Context: an optimization exercise on an open-source flow, tuned for small area, a short achievable clock period and few clock cycles. The choices shown serve that exercise and are no tape-out recipe.
Power is estimated from default activity; no workload was simulated.

==> job 3134 <==
==> flow/design.v (excerpt) <==
module cmri_core (
    input  wire        clk,
    input  wire        rst,
    input  wire [6:0]  local_id,
    input  wire        rx_valid,
    input  wire [7:0]  rx_data,
    output wire        rx_ready,
    input  wire [63:0] in_lines,
    output wire        ev_valid,
    input  wire        ev_ready,
    output wire [2:0]  ev_kind,
    output wire [7:0]  ev_data,
    output wire        ev_bit,
    output wire [63:0] out_lines,
    output wire [15:0] cnt_bytes,
    output wire [15:0] cnt_frames_seen,
    output wire [15:0] cnt_frames_proc,
    output wire [15:0] cnt_errors
);
clock: 8.0 ns
lec_check: 0
cap_margin: 20
core_margin: 2
core_utilization: 40
setup_slack_margin: 4.5
slew_margin: 20
standard.sh (not shown) runs the stock make flow with config.mk's settings and CLKGATE_MAP_FILE= SYNTH_SCRIPT=/design/flow/synth_recipe.tcl, a recipe that flattens the netlist after the stock synthesis.
==> flow/flow/run.sh <==
#!/bin/bash
# The standard layout, with plain buffers on the ports instead of the
# default delay-cell choice.
set -euo pipefail
bash standard.sh finish 'BUFFER_PORTS_ARGS=-buffer_cell sky130_fd_sc_hd__buf_2' > make_finish.log 2>&1
==> job 6239: changes against job 3134 <==
--- a/flow/design.v
+++ b/flow/design.v
@@ -36,17 +36,24 @@
     localparam S_STX_NEXT   = 3'd2;
     localparam S_ADDR_NEXT  = 3'd3;
     localparam S_TYPE_NEXT  = 3'd4;
     localparam S_MAYBE_DATA = 3'd6;
     localparam S_DATA_NEXT  = 3'd7;
     reg [2:0] state;
     reg       is_local;
     reg  [7:0] payload [0:MAX_LEN-1];
-    assign rd_data = payload[rd_addr];
+    reg [7:0] rd_or;
+    integer r;
+    always @(*) begin
+        rd_or = 8'h00;
+        for (r = 0; r < MAX_LEN; r = r + 1)
+            rd_or = rd_or | (payload[r] & {8{rd_addr == r}});
+    end
+    assign rd_data = rd_or;
     genvar g;
     generate
         for (g = 0; g < 8; g = g + 1) begin : g_first8
             assign first8[g*8 +: 8]    = payload[g];
             assign first8_hi[g*8 +: 8] = payload[32 + g];
         end
     endgenerate
     assign disp_valid = in_valid & do_dispatch;
@@ -130,20 +137,28 @@
             if (take_type) begin
                 f_sel <= sel_pick;
                 is_i <= t_i;
                 is_t <= t_t;
                 is_p <= t_p;
             end
         end
     end
+    reg       w_go;
+    reg [6:0] w_addr;
+    reg [7:0] w_byte;
+    always @(posedge clk) begin
+        w_go   <= in_valid && do_append && (is_i || is_t);
+        w_addr <= wr_addr;
+        w_byte <= in_byte;
+    end
     integer w;
     always @(posedge clk) begin
-        if (in_valid && do_append && (is_i || is_t))
-            payload[wr_addr] <= in_byte;
+        if (w_go)
+            payload[w_addr] <= w_byte;
         if (p_sample && !p_region)
             for (w = 0; w < 8; w = w + 1)
                 payload[64 + w] <= in_lines[w*8 +: 8];
         if (p_sample && p_region)
             for (w = 0; w < 8; w = w + 1)
                 payload[56 + w] <= in_lines[w*8 +: 8];
     end
 endmodule
@@ -182,19 +197,19 @@
     localparam EV_OUT_BULK  = 3'd2;
     localparam EV_INIT_BYTE = 3'd3;
     localparam EV_INIT_END  = 3'd4;
     localparam J_NONE = 2'd0;
     localparam J_I    = 2'd1;
     localparam J_T    = 2'd2;
     localparam J_P    = 2'd3;
     localparam T_START = 2'd0;
-    localparam T_PRIME = 2'd1;
-    localparam T_EMIT  = 2'd2;
-    localparam T_BULK  = 2'd3;
+    localparam T_EMIT  = 2'd1;
+    localparam T_BULK  = 2'd2;
+    localparam T_END   = 2'd3;
     localparam P_HDR   = 2'd0;
     localparam P_DATA  = 2'd1;
     localparam P_ETX   = 2'd2;
     reg [1:0]  a_kind;
     reg [6:0]  a_len;
     reg        a_reg;       
     reg [1:0]  b_kind;
     reg [6:0]  b_len;
@@ -203,62 +218,60 @@
     reg [6:0]  c_len;
     reg        c_reg;
     reg [1:0]  ph;
     reg [6:0]  idx;         
     reg [3:0]  hcnt;        
     reg        esc_sent;
     reg [7:0]  pbyte;       
     reg        pesc;        
-    reg [63:0] rest;        
-    reg [5:0]  cur_line;    
-    reg        cur_nbit;    
+    reg [2:0]  kb;          
+    reg [7:0]  tm;          
+    reg [7:0]  nbyte;       
     reg [63:0] obank;
     reg [7:0]  a_th;        
     assign out_lines = obank;
     reg        a_flip;      
     assign rd_addr   = {idx[6], idx[5] ^ (a_flip & ~idx[6]), idx[4:0]};
     wire [1:0] new_kind = is_i ? J_I : is_t ? J_T : is_p ? J_P : J_NONE;
     wire       new_job  = disp_valid && (is_i || is_t || is_p);
     wire [63:0] newpat;
     genvar g, l;
     generate
         for (g = 0; g < 8; g = g + 1) begin : g_pat
             assign newpat[g*8 +: 8] = !a_th[g] ? 8'h00 :
                                       a_reg ? first8_hi[g*8 +: 8] : first8[g*8 +: 8];
         end
     endgenerate
     wire [63:0] tdiff     = newpat ^ obank;
-    wire [63:0] rest_next = rest & (rest - 64'd1);   
-    wire        rest_any  = |rest;
-    wire [63:0] pv [0:6];
-    wire [63:0] pd [0:6];
-    wire [5:0]  pi [0:6][0:63];
-    assign pv[0] = rest;
-    assign pd[0] = obank;
+    wire [7:0] bnz;
     generate
-        for (g = 0; g < 64; g = g + 1) begin : g_p0
-            assign pi[0][g] = 6'd0;
-        end
-        for (l = 1; l <= 6; l = l + 1) begin : g_pl
-            for (g = 0; g < (64 >> l); g = g + 1) begin : g_pn
-                wire lo = pv[l-1][2*g];
-                assign pv[l][g] = lo | pv[l-1][2*g+1];
-                assign pd[l][g] = lo ? pd[l-1][2*g] : pd[l-1][2*g+1];
-                assign pi[l][g] = lo ? pi[l-1][2*g] : (pi[l-1][2*g+1] | (6'd1 << (l-1)));
-            end
-            for (g = (64 >> l); g < 64; g = g + 1) begin : g_pz
-                assign pv[l][g] = 1'b0;
-                assign pd[l][g] = 1'b0;
-                assign pi[l][g] = 6'd0;
-            end
+        for (g = 0; g < 8; g = g + 1) begin : g_bnz
+            assign bnz[g] = |tdiff[g*8 +: 8];
         end
     endgenerate
-    wire [5:0] low_line = pi[6][0];
-    wire       low_nbit = pd[6][0];
+    wire       bnz_any = |bnz;
+    reg  [2:0] kb_next;
+    integer k;
+    always @(*) begin
+        kb_next = 3'd0;
+        for (k = 7; k >= 0; k = k - 1)
+            if (bnz[k]) kb_next = k;
+    end
+    wire [7:0] tm_next = tdiff[kb_next*8 +: 8];
+    wire [7:0] nb_next = newpat[kb_next*8 +: 8];
+    reg  [2:0] jb;
+    always @(*) begin
+        jb = 3'd0;
+        for (k = 7; k >= 0; k = k - 1)
+            if (tm[k]) jb = k;
+    end
+    wire [7:0] tm_rest = tm & (tm - 8'd1);       
+    wire       tm_last = ~|tm_rest;
+    wire       t_pick  = (ph == T_START) || (ph == T_EMIT && tm_last);
     reg  [7:0] hdr_byte;
     always @(*) begin
         case (hcnt[2:0])
             3'd0:    hdr_byte = 8'hFF;
             3'd1:    hdr_byte = 8'hFF;
             3'd2:    hdr_byte = 8'h02;
             3'd3:    hdr_byte = node_addr;
             default: hdr_byte = 8'h52;      
@@ -290,29 +303,29 @@
                 end else begin
                     e_kind = EV_INIT_BYTE;
                     e_data = rd_data;
                 end
             end
             J_T:
                 case (ph)
                     T_START: ;
-                    T_PRIME: e_last = !rest_any;
                     T_EMIT: begin
                         e_valid = 1'b1;
                         e_kind  = EV_OUT_LINE;
-                        e_data  = {2'b00, cur_line};
-                        e_bit   = cur_nbit;
+                        e_data  = {2'b00, kb, jb};
+                        e_bit   = nbyte[jb];
                     end
-                    default: begin
+                    T_BULK: begin
                         e_valid = 1'b1;
                         e_kind  = EV_OUT_BULK;
                         e_data  = 8'd64;
                         e_last  = 1'b1;
                     end
+                    default: e_last = 1'b1;
                 endcase
             J_P: begin
                 e_valid = 1'b1;
                 case (ph)
                     P_HDR:   e_data = hdr_byte;
                     P_DATA:  e_data = send_dle ? 8'h10 : pbyte;
                     default: begin
                         e_data = 8'h03;
@@ -325,17 +338,17 @@
     end
     wire can_push = !ev_valid || ev_ready;
     wire step     = can_push && (a_kind != J_NONE);
     wire a_free   = (a_kind == J_NONE) || (step && e_last);
     wire b_full   = (b_kind != J_NONE);
     wire c_full   = (c_kind != J_NONE);
     wire p_to_etx = (ph == P_DATA) && (hcnt == 4'd8) && !send_dle;
     wire a_p_busy = (a_kind == J_P) && (ph != P_ETX);
-    wire a_hold = (a_kind == J_I) || (a_kind == J_T && ph == T_START);
+    wire a_hold = (a_kind == J_I) || (a_kind == J_T);
     wire b_hold = (b_kind == J_I) || (b_kind == J_T);
     wire c_hold = (c_kind == J_I) || (c_kind == J_T);
     wire a_wide = (a_kind == J_I) && (a_len > 7'd32);
     wire b_wide = (b_kind == J_I) && (b_len > 7'd32);
     wire c_wide = (c_kind == J_I) && (c_len > 7'd32);
     wire occ0 = (a_hold && (!a_reg || a_wide)) || (b_hold && (!b_reg || b_wide)) ||
                 (c_hold && (!c_reg || c_wide));
     assign sel_pick = occ0;
@@ -378,17 +391,17 @@
             if (!b_full) begin
                 n_b_kind = new_kind; n_b_len = pay_len; n_b_reg = new_reg;
             end else begin
                 n_c_kind = new_kind; n_c_len = pay_len; n_c_reg = new_reg;
             end
         end
     end
     wire s_free = (a_kind == J_NONE) || e_last;    
-    wire       s_a_hold  = s_free ? b_hold : (a_kind == J_I);
+    wire       s_a_hold  = s_free ? b_hold : a_hold;
     wire       s_a_wide  = s_free ? b_wide : a_wide;
     wire       s_a_reg   = s_free ? b_reg  : a_reg;
     wire [1:0] s_a_kind  = s_free ? b_kind : a_kind;
     wire [6:0] s_a_len   = s_free ? b_len  : a_len;
     wire       s_a_pbusy = s_free ? (b_kind == J_P) : (a_p_busy && !p_to_etx);
     wire       s_b_hold  = s_free ? c_hold : b_hold;
     wire       s_b_wide  = s_free ? c_wide : b_wide;
     wire       s_b_reg   = s_free ? c_reg  : b_reg;
@@ -472,26 +485,25 @@
                              n_a_len > 7'd3, n_a_len > 7'd2, n_a_len > 7'd1, n_a_len > 7'd0};
                 ph       <= 2'd0;
                 idx      <= (n_a_kind != J_P) ? 7'd0 : n_a_reg ? 7'd56 : 7'd64;
                 hcnt     <= 4'd0;
                 esc_sent <= 1'b0;
             end else if (step) begin
                 case (a_kind)
                     J_I: idx <= idx + 7'd1;
-                    J_T:
+                    J_T: begin
                         case (ph)
-                            T_START: begin
-                                obank <= newpat;
-                                ph    <= T_PRIME;
-                            end
-                            T_PRIME: ph <= T_EMIT;
-                            T_EMIT:  if (!rest_any) ph <= T_BULK;
+                            T_START: ph <= bnz_any ? T_EMIT : T_END;
+                            T_EMIT:  if (tm_last && !bnz_any) ph <= T_BULK;
                             default: ;
                         endcase
+                        if (t_pick && bnz_any)
+                            obank[kb_next*8 +: 8] <= nb_next;
+                    end
                     J_P:
                         case (ph)
                             P_HDR: begin
                                 if (hcnt == 4'd4) begin
                                     ph   <= P_DATA;
                                     hcnt <= 4'd0;
                                     idx  <= idx + 7'd1;
                                 end else begin
@@ -512,23 +524,22 @@
                         endcase
                     default: ;
                 endcase
             end
         end
     end
     always @(posedge clk) begin
         if (step && a_kind == J_T) begin
-            if (ph == T_START)
-                rest <= tdiff;
-            else begin
-                rest     <= rest_next;
-                cur_line <= low_line;
-                cur_nbit <= low_nbit;
-            end
+            if (t_pick) begin
+                kb    <= kb_next;
+                tm    <= tm_next;
+                nbyte <= nb_next;
+            end else
+                tm    <= tm_rest;
         end
         if (step && a_kind == J_P &&
             ((ph == P_HDR && hcnt == 4'd4) || (ph == P_DATA && !send_dle))) begin
             pbyte <= nxt_byte;
             pesc  <= nxt_esc;
         end
     end
 endmodule
==> flow/flow/run.sh (replaced) <==
#!/bin/bash
# The standard layout, with plain buffers on the ports instead of the
# default delay-cell choice, and a clock tree without dummy loads.
set -euo pipefail
bash standard.sh finish 'BUFFER_PORTS_ARGS=-buffer_cell sky130_fd_sc_hd__buf_2' \
  'CTS_ARGS=-sink_clustering_enable -repair_clock_nets -dont_use_dummy_load' > make_finish.log 2>&1
==> job 6641: changes against job 3134 <==
--- a/flow/design.v
+++ b/flow/design.v
@@ -36,17 +36,24 @@
     localparam S_STX_NEXT   = 3'd2;
     localparam S_ADDR_NEXT  = 3'd3;
     localparam S_TYPE_NEXT  = 3'd4;
     localparam S_MAYBE_DATA = 3'd6;
     localparam S_DATA_NEXT  = 3'd7;
     reg [2:0] state;
     reg       is_local;
     reg  [7:0] payload [0:MAX_LEN-1];
-    assign rd_data = payload[rd_addr];
+    reg [7:0] rd_or;
+    integer r;
+    always @(*) begin
+        rd_or = 8'h00;
+        for (r = 0; r < MAX_LEN; r = r + 1)
+            rd_or = rd_or | (payload[r] & {8{rd_addr == r}});
+    end
+    assign rd_data = rd_or;
     genvar g;
     generate
         for (g = 0; g < 8; g = g + 1) begin : g_first8
             assign first8[g*8 +: 8]    = payload[g];
             assign first8_hi[g*8 +: 8] = payload[32 + g];
         end
     endgenerate
     assign disp_valid = in_valid & do_dispatch;
@@ -130,20 +137,28 @@
             if (take_type) begin
                 f_sel <= sel_pick;
                 is_i <= t_i;
                 is_t <= t_t;
                 is_p <= t_p;
             end
         end
     end
+    reg       w_go;
+    reg [6:0] w_addr;
+    reg [7:0] w_byte;
+    always @(posedge clk) begin
+        w_go   <= in_valid && do_append && (is_i || is_t);
+        w_addr <= wr_addr;
+        w_byte <= in_byte;
+    end
     integer w;
     always @(posedge clk) begin
-        if (in_valid && do_append && (is_i || is_t))
-            payload[wr_addr] <= in_byte;
+        if (w_go)
+            payload[w_addr] <= w_byte;
         if (p_sample && !p_region)
             for (w = 0; w < 8; w = w + 1)
                 payload[64 + w] <= in_lines[w*8 +: 8];
         if (p_sample && p_region)
             for (w = 0; w < 8; w = w + 1)
                 payload[56 + w] <= in_lines[w*8 +: 8];
     end
 endmodule
@@ -182,19 +197,19 @@
     localparam EV_OUT_BULK  = 3'd2;
     localparam EV_INIT_BYTE = 3'd3;
     localparam EV_INIT_END  = 3'd4;
     localparam J_NONE = 2'd0;
     localparam J_I    = 2'd1;
     localparam J_T    = 2'd2;
     localparam J_P    = 2'd3;
     localparam T_START = 2'd0;
-    localparam T_PRIME = 2'd1;
-    localparam T_EMIT  = 2'd2;
-    localparam T_BULK  = 2'd3;
+    localparam T_EMIT  = 2'd1;
+    localparam T_BULK  = 2'd2;
+    localparam T_END   = 2'd3;
     localparam P_HDR   = 2'd0;
     localparam P_DATA  = 2'd1;
     localparam P_ETX   = 2'd2;
     reg [1:0]  a_kind;
     reg [6:0]  a_len;
     reg        a_reg;       
     reg [1:0]  b_kind;
     reg [6:0]  b_len;
@@ -203,62 +218,60 @@
     reg [6:0]  c_len;
     reg        c_reg;
     reg [1:0]  ph;
     reg [6:0]  idx;         
     reg [3:0]  hcnt;        
     reg        esc_sent;
     reg [7:0]  pbyte;       
     reg        pesc;        
-    reg [63:0] rest;        
-    reg [5:0]  cur_line;    
-    reg        cur_nbit;    
+    reg [2:0]  kb;          
+    reg [7:0]  tm;          
+    reg [7:0]  nbyte;       
     reg [63:0] obank;
     reg [7:0]  a_th;        
     assign out_lines = obank;
     reg        a_flip;      
     assign rd_addr   = {idx[6], idx[5] ^ (a_flip & ~idx[6]), idx[4:0]};
     wire [1:0] new_kind = is_i ? J_I : is_t ? J_T : is_p ? J_P : J_NONE;
     wire       new_job  = disp_valid && (is_i || is_t || is_p);
     wire [63:0] newpat;
     genvar g, l;
     generate
         for (g = 0; g < 8; g = g + 1) begin : g_pat
             assign newpat[g*8 +: 8] = !a_th[g] ? 8'h00 :
                                       a_reg ? first8_hi[g*8 +: 8] : first8[g*8 +: 8];
         end
     endgenerate
     wire [63:0] tdiff     = newpat ^ obank;
-    wire [63:0] rest_next = rest & (rest - 64'd1);   
-    wire        rest_any  = |rest;
-    wire [63:0] pv [0:6];
-    wire [63:0] pd [0:6];
-    wire [5:0]  pi [0:6][0:63];
-    assign pv[0] = rest;
-    assign pd[0] = obank;
+    wire [7:0] bnz;
     generate
-        for (g = 0; g < 64; g = g + 1) begin : g_p0
-            assign pi[0][g] = 6'd0;
-        end
-        for (l = 1; l <= 6; l = l + 1) begin : g_pl
-            for (g = 0; g < (64 >> l); g = g + 1) begin : g_pn
-                wire lo = pv[l-1][2*g];
-                assign pv[l][g] = lo | pv[l-1][2*g+1];
-                assign pd[l][g] = lo ? pd[l-1][2*g] : pd[l-1][2*g+1];
-                assign pi[l][g] = lo ? pi[l-1][2*g] : (pi[l-1][2*g+1] | (6'd1 << (l-1)));
-            end
-            for (g = (64 >> l); g < 64; g = g + 1) begin : g_pz
-                assign pv[l][g] = 1'b0;
-                assign pd[l][g] = 1'b0;
-                assign pi[l][g] = 6'd0;
-            end
+        for (g = 0; g < 8; g = g + 1) begin : g_bnz
+            assign bnz[g] = |tdiff[g*8 +: 8];
         end
     endgenerate
-    wire [5:0] low_line = pi[6][0];
-    wire       low_nbit = pd[6][0];
+    wire       bnz_any = |bnz;
+    reg  [2:0] kb_next;
+    integer k;
+    always @(*) begin
+        kb_next = 3'd0;
+        for (k = 7; k >= 0; k = k - 1)
+            if (bnz[k]) kb_next = k;
+    end
+    wire [7:0] tm_next = tdiff[kb_next*8 +: 8];
+    wire [7:0] nb_next = newpat[kb_next*8 +: 8];
+    reg  [2:0] jb;
+    always @(*) begin
+        jb = 3'd0;
+        for (k = 7; k >= 0; k = k - 1)
+            if (tm[k]) jb = k;
+    end
+    wire [7:0] tm_rest = tm & (tm - 8'd1);       
+    wire       tm_last = ~|tm_rest;
+    wire       t_pick  = (ph == T_START) || (ph == T_EMIT && tm_last);
     reg  [7:0] hdr_byte;
     always @(*) begin
         case (hcnt[2:0])
             3'd0:    hdr_byte = 8'hFF;
             3'd1:    hdr_byte = 8'hFF;
             3'd2:    hdr_byte = 8'h02;
             3'd3:    hdr_byte = node_addr;
             default: hdr_byte = 8'h52;      
@@ -290,29 +303,29 @@
                 end else begin
                     e_kind = EV_INIT_BYTE;
                     e_data = rd_data;
                 end
             end
             J_T:
                 case (ph)
                     T_START: ;
-                    T_PRIME: e_last = !rest_any;
                     T_EMIT: begin
                         e_valid = 1'b1;
                         e_kind  = EV_OUT_LINE;
-                        e_data  = {2'b00, cur_line};
-                        e_bit   = cur_nbit;
+                        e_data  = {2'b00, kb, jb};
+                        e_bit   = nbyte[jb];
                     end
-                    default: begin
+                    T_BULK: begin
                         e_valid = 1'b1;
                         e_kind  = EV_OUT_BULK;
                         e_data  = 8'd64;
                         e_last  = 1'b1;
                     end
+                    default: e_last = 1'b1;
                 endcase
             J_P: begin
                 e_valid = 1'b1;
                 case (ph)
                     P_HDR:   e_data = hdr_byte;
                     P_DATA:  e_data = send_dle ? 8'h10 : pbyte;
                     default: begin
                         e_data = 8'h03;
@@ -325,17 +338,17 @@
     end
     wire can_push = !ev_valid || ev_ready;
     wire step     = can_push && (a_kind != J_NONE);
     wire a_free   = (a_kind == J_NONE) || (step && e_last);
     wire b_full   = (b_kind != J_NONE);
     wire c_full   = (c_kind != J_NONE);
     wire p_to_etx = (ph == P_DATA) && (hcnt == 4'd8) && !send_dle;
     wire a_p_busy = (a_kind == J_P) && (ph != P_ETX);
-    wire a_hold = (a_kind == J_I) || (a_kind == J_T && ph == T_START);
+    wire a_hold = (a_kind == J_I) || (a_kind == J_T);
     wire b_hold = (b_kind == J_I) || (b_kind == J_T);
     wire c_hold = (c_kind == J_I) || (c_kind == J_T);
     wire a_wide = (a_kind == J_I) && (a_len > 7'd32);
     wire b_wide = (b_kind == J_I) && (b_len > 7'd32);
     wire c_wide = (c_kind == J_I) && (c_len > 7'd32);
     wire occ0 = (a_hold && (!a_reg || a_wide)) || (b_hold && (!b_reg || b_wide)) ||
                 (c_hold && (!c_reg || c_wide));
     assign sel_pick = occ0;
@@ -378,17 +391,17 @@
             if (!b_full) begin
                 n_b_kind = new_kind; n_b_len = pay_len; n_b_reg = new_reg;
             end else begin
                 n_c_kind = new_kind; n_c_len = pay_len; n_c_reg = new_reg;
             end
         end
     end
     wire s_free = (a_kind == J_NONE) || e_last;    
-    wire       s_a_hold  = s_free ? b_hold : (a_kind == J_I);
+    wire       s_a_hold  = s_free ? b_hold : a_hold;
     wire       s_a_wide  = s_free ? b_wide : a_wide;
     wire       s_a_reg   = s_free ? b_reg  : a_reg;
     wire [1:0] s_a_kind  = s_free ? b_kind : a_kind;
     wire [6:0] s_a_len   = s_free ? b_len  : a_len;
     wire       s_a_pbusy = s_free ? (b_kind == J_P) : (a_p_busy && !p_to_etx);
     wire       s_b_hold  = s_free ? c_hold : b_hold;
     wire       s_b_wide  = s_free ? c_wide : b_wide;
     wire       s_b_reg   = s_free ? c_reg  : b_reg;
@@ -472,26 +485,25 @@
                              n_a_len > 7'd3, n_a_len > 7'd2, n_a_len > 7'd1, n_a_len > 7'd0};
                 ph       <= 2'd0;
                 idx      <= (n_a_kind != J_P) ? 7'd0 : n_a_reg ? 7'd56 : 7'd64;
                 hcnt     <= 4'd0;
                 esc_sent <= 1'b0;
             end else if (step) begin
                 case (a_kind)
                     J_I: idx <= idx + 7'd1;
-                    J_T:
+                    J_T: begin
                         case (ph)
-                            T_START: begin
-                                obank <= newpat;
-                                ph    <= T_PRIME;
-                            end
-                            T_PRIME: ph <= T_EMIT;
-                            T_EMIT:  if (!rest_any) ph <= T_BULK;
+                            T_START: ph <= bnz_any ? T_EMIT : T_END;
+                            T_EMIT:  if (tm_last && !bnz_any) ph <= T_BULK;
                             default: ;
                         endcase
+                        if (t_pick && bnz_any)
+                            obank[kb_next*8 +: 8] <= nb_next;
+                    end
                     J_P:
                         case (ph)
                             P_HDR: begin
                                 if (hcnt == 4'd4) begin
                                     ph   <= P_DATA;
                                     hcnt <= 4'd0;
                                     idx  <= idx + 7'd1;
                                 end else begin
@@ -512,23 +524,22 @@
                         endcase
                     default: ;
                 endcase
             end
         end
     end
     always @(posedge clk) begin
         if (step && a_kind == J_T) begin
-            if (ph == T_START)
-                rest <= tdiff;
-            else begin
-                rest     <= rest_next;
-                cur_line <= low_line;
-                cur_nbit <= low_nbit;
-            end
+            if (t_pick) begin
+                kb    <= kb_next;
+                tm    <= tm_next;
+                nbyte <= nb_next;
+            end else
+                tm    <= tm_rest;
         end
         if (step && a_kind == J_P &&
             ((ph == P_HDR && hcnt == 4'd4) || (ph == P_DATA && !send_dle))) begin
             pbyte <= nxt_byte;
             pesc  <= nxt_esc;
         end
     end
 endmodule
==> qor summary <==
| metric | job 3134 | job 6641 | job 6239 |
|---|---|---|---|
| Cell area after layout | 49,340 µm² | 49,450 µm² | 49,750 µm² |
| Compound-cell area share of the yosys netlist | 10.10% | 18.09% | 18.09% |
| Layout clock area frac | 6.180% | 5.718% | 4.527% |
| Endpoint required time on the critical path | 8.39 ns | 8.62 ns | 8.55 ns |
| Total Power Consumption | 9.441 mW | 9.121 mW | 8.635 mW |
| Run status | finished clean | finished clean | finished clean |
| Combined area of all synthesized cells | 41,040 µm² | 39,300 µm² | 39,300 µm² |
| Simple-gate portion of the synthesized area | 11.36% | 13.77% | 13.77% |
| Antenna violations before repair | 4 | 4 | 6 |
| Worst slack, placed | 2.067 ns | 2.517 ns | 2.517 ns |
| Sequential logic power | 4.89 mW | 4.67 mW | 4.67 mW |
| Worst hold slack after final layout | 0.4515 ns | 0.4879 ns | 0.4870 ns |
| First-pass GRT wire length | 182.7 mm | 234.4 mm | 236.3 mm |
| Worst-case hold path end point | u_dispatch.ev_kind[2] | u_dispatch.ev_bit | u_counters.cnt_bytes[1] |
| HPWL reported at the end of detailed placement | 82.78 mm | 110.4 mm | 110.4 mm |
Function was not checked in any run of this note: the RTL went through the layout flow alone.

## afterwards: timing with drivers on the ports
In the flow no input, the clock included, has a driving cell. The finished layouts below were timed again as built, in two steps.
Step 1 assumes that a clkbuf_16 drives the clock port and a buf_2 every other input.
Step 2 moves the port delays by t, midway between the first and last clock arrival at a register: inputs arrive t later, outputs are due t later. That takes back most of the time a late clock gives input paths.
Three values: no drivers, after step 1, after step 2; two values: the first two.
| run | t (ns) | setup WS [ns] | clock arrival spread, ns |
|---|---|---|---|
| job 3134 | 0.737 | 4.447 / 4.442 / 3.705 | 0.034 / 0.034 |
| job 6239 | 0.725 | 4.095 / 4.095 / 3.667 | 0.072 / 0.072 |
| job 6641 | 0.750 | 4.203 / 4.203 / 3.709 | 0.039 / 0.039 |
After both steps every run listed still meets setup and hold. The setup slack of job 3134, which loses most, moves by -0.005 ns with the drivers and by -0.742 ns with both steps.
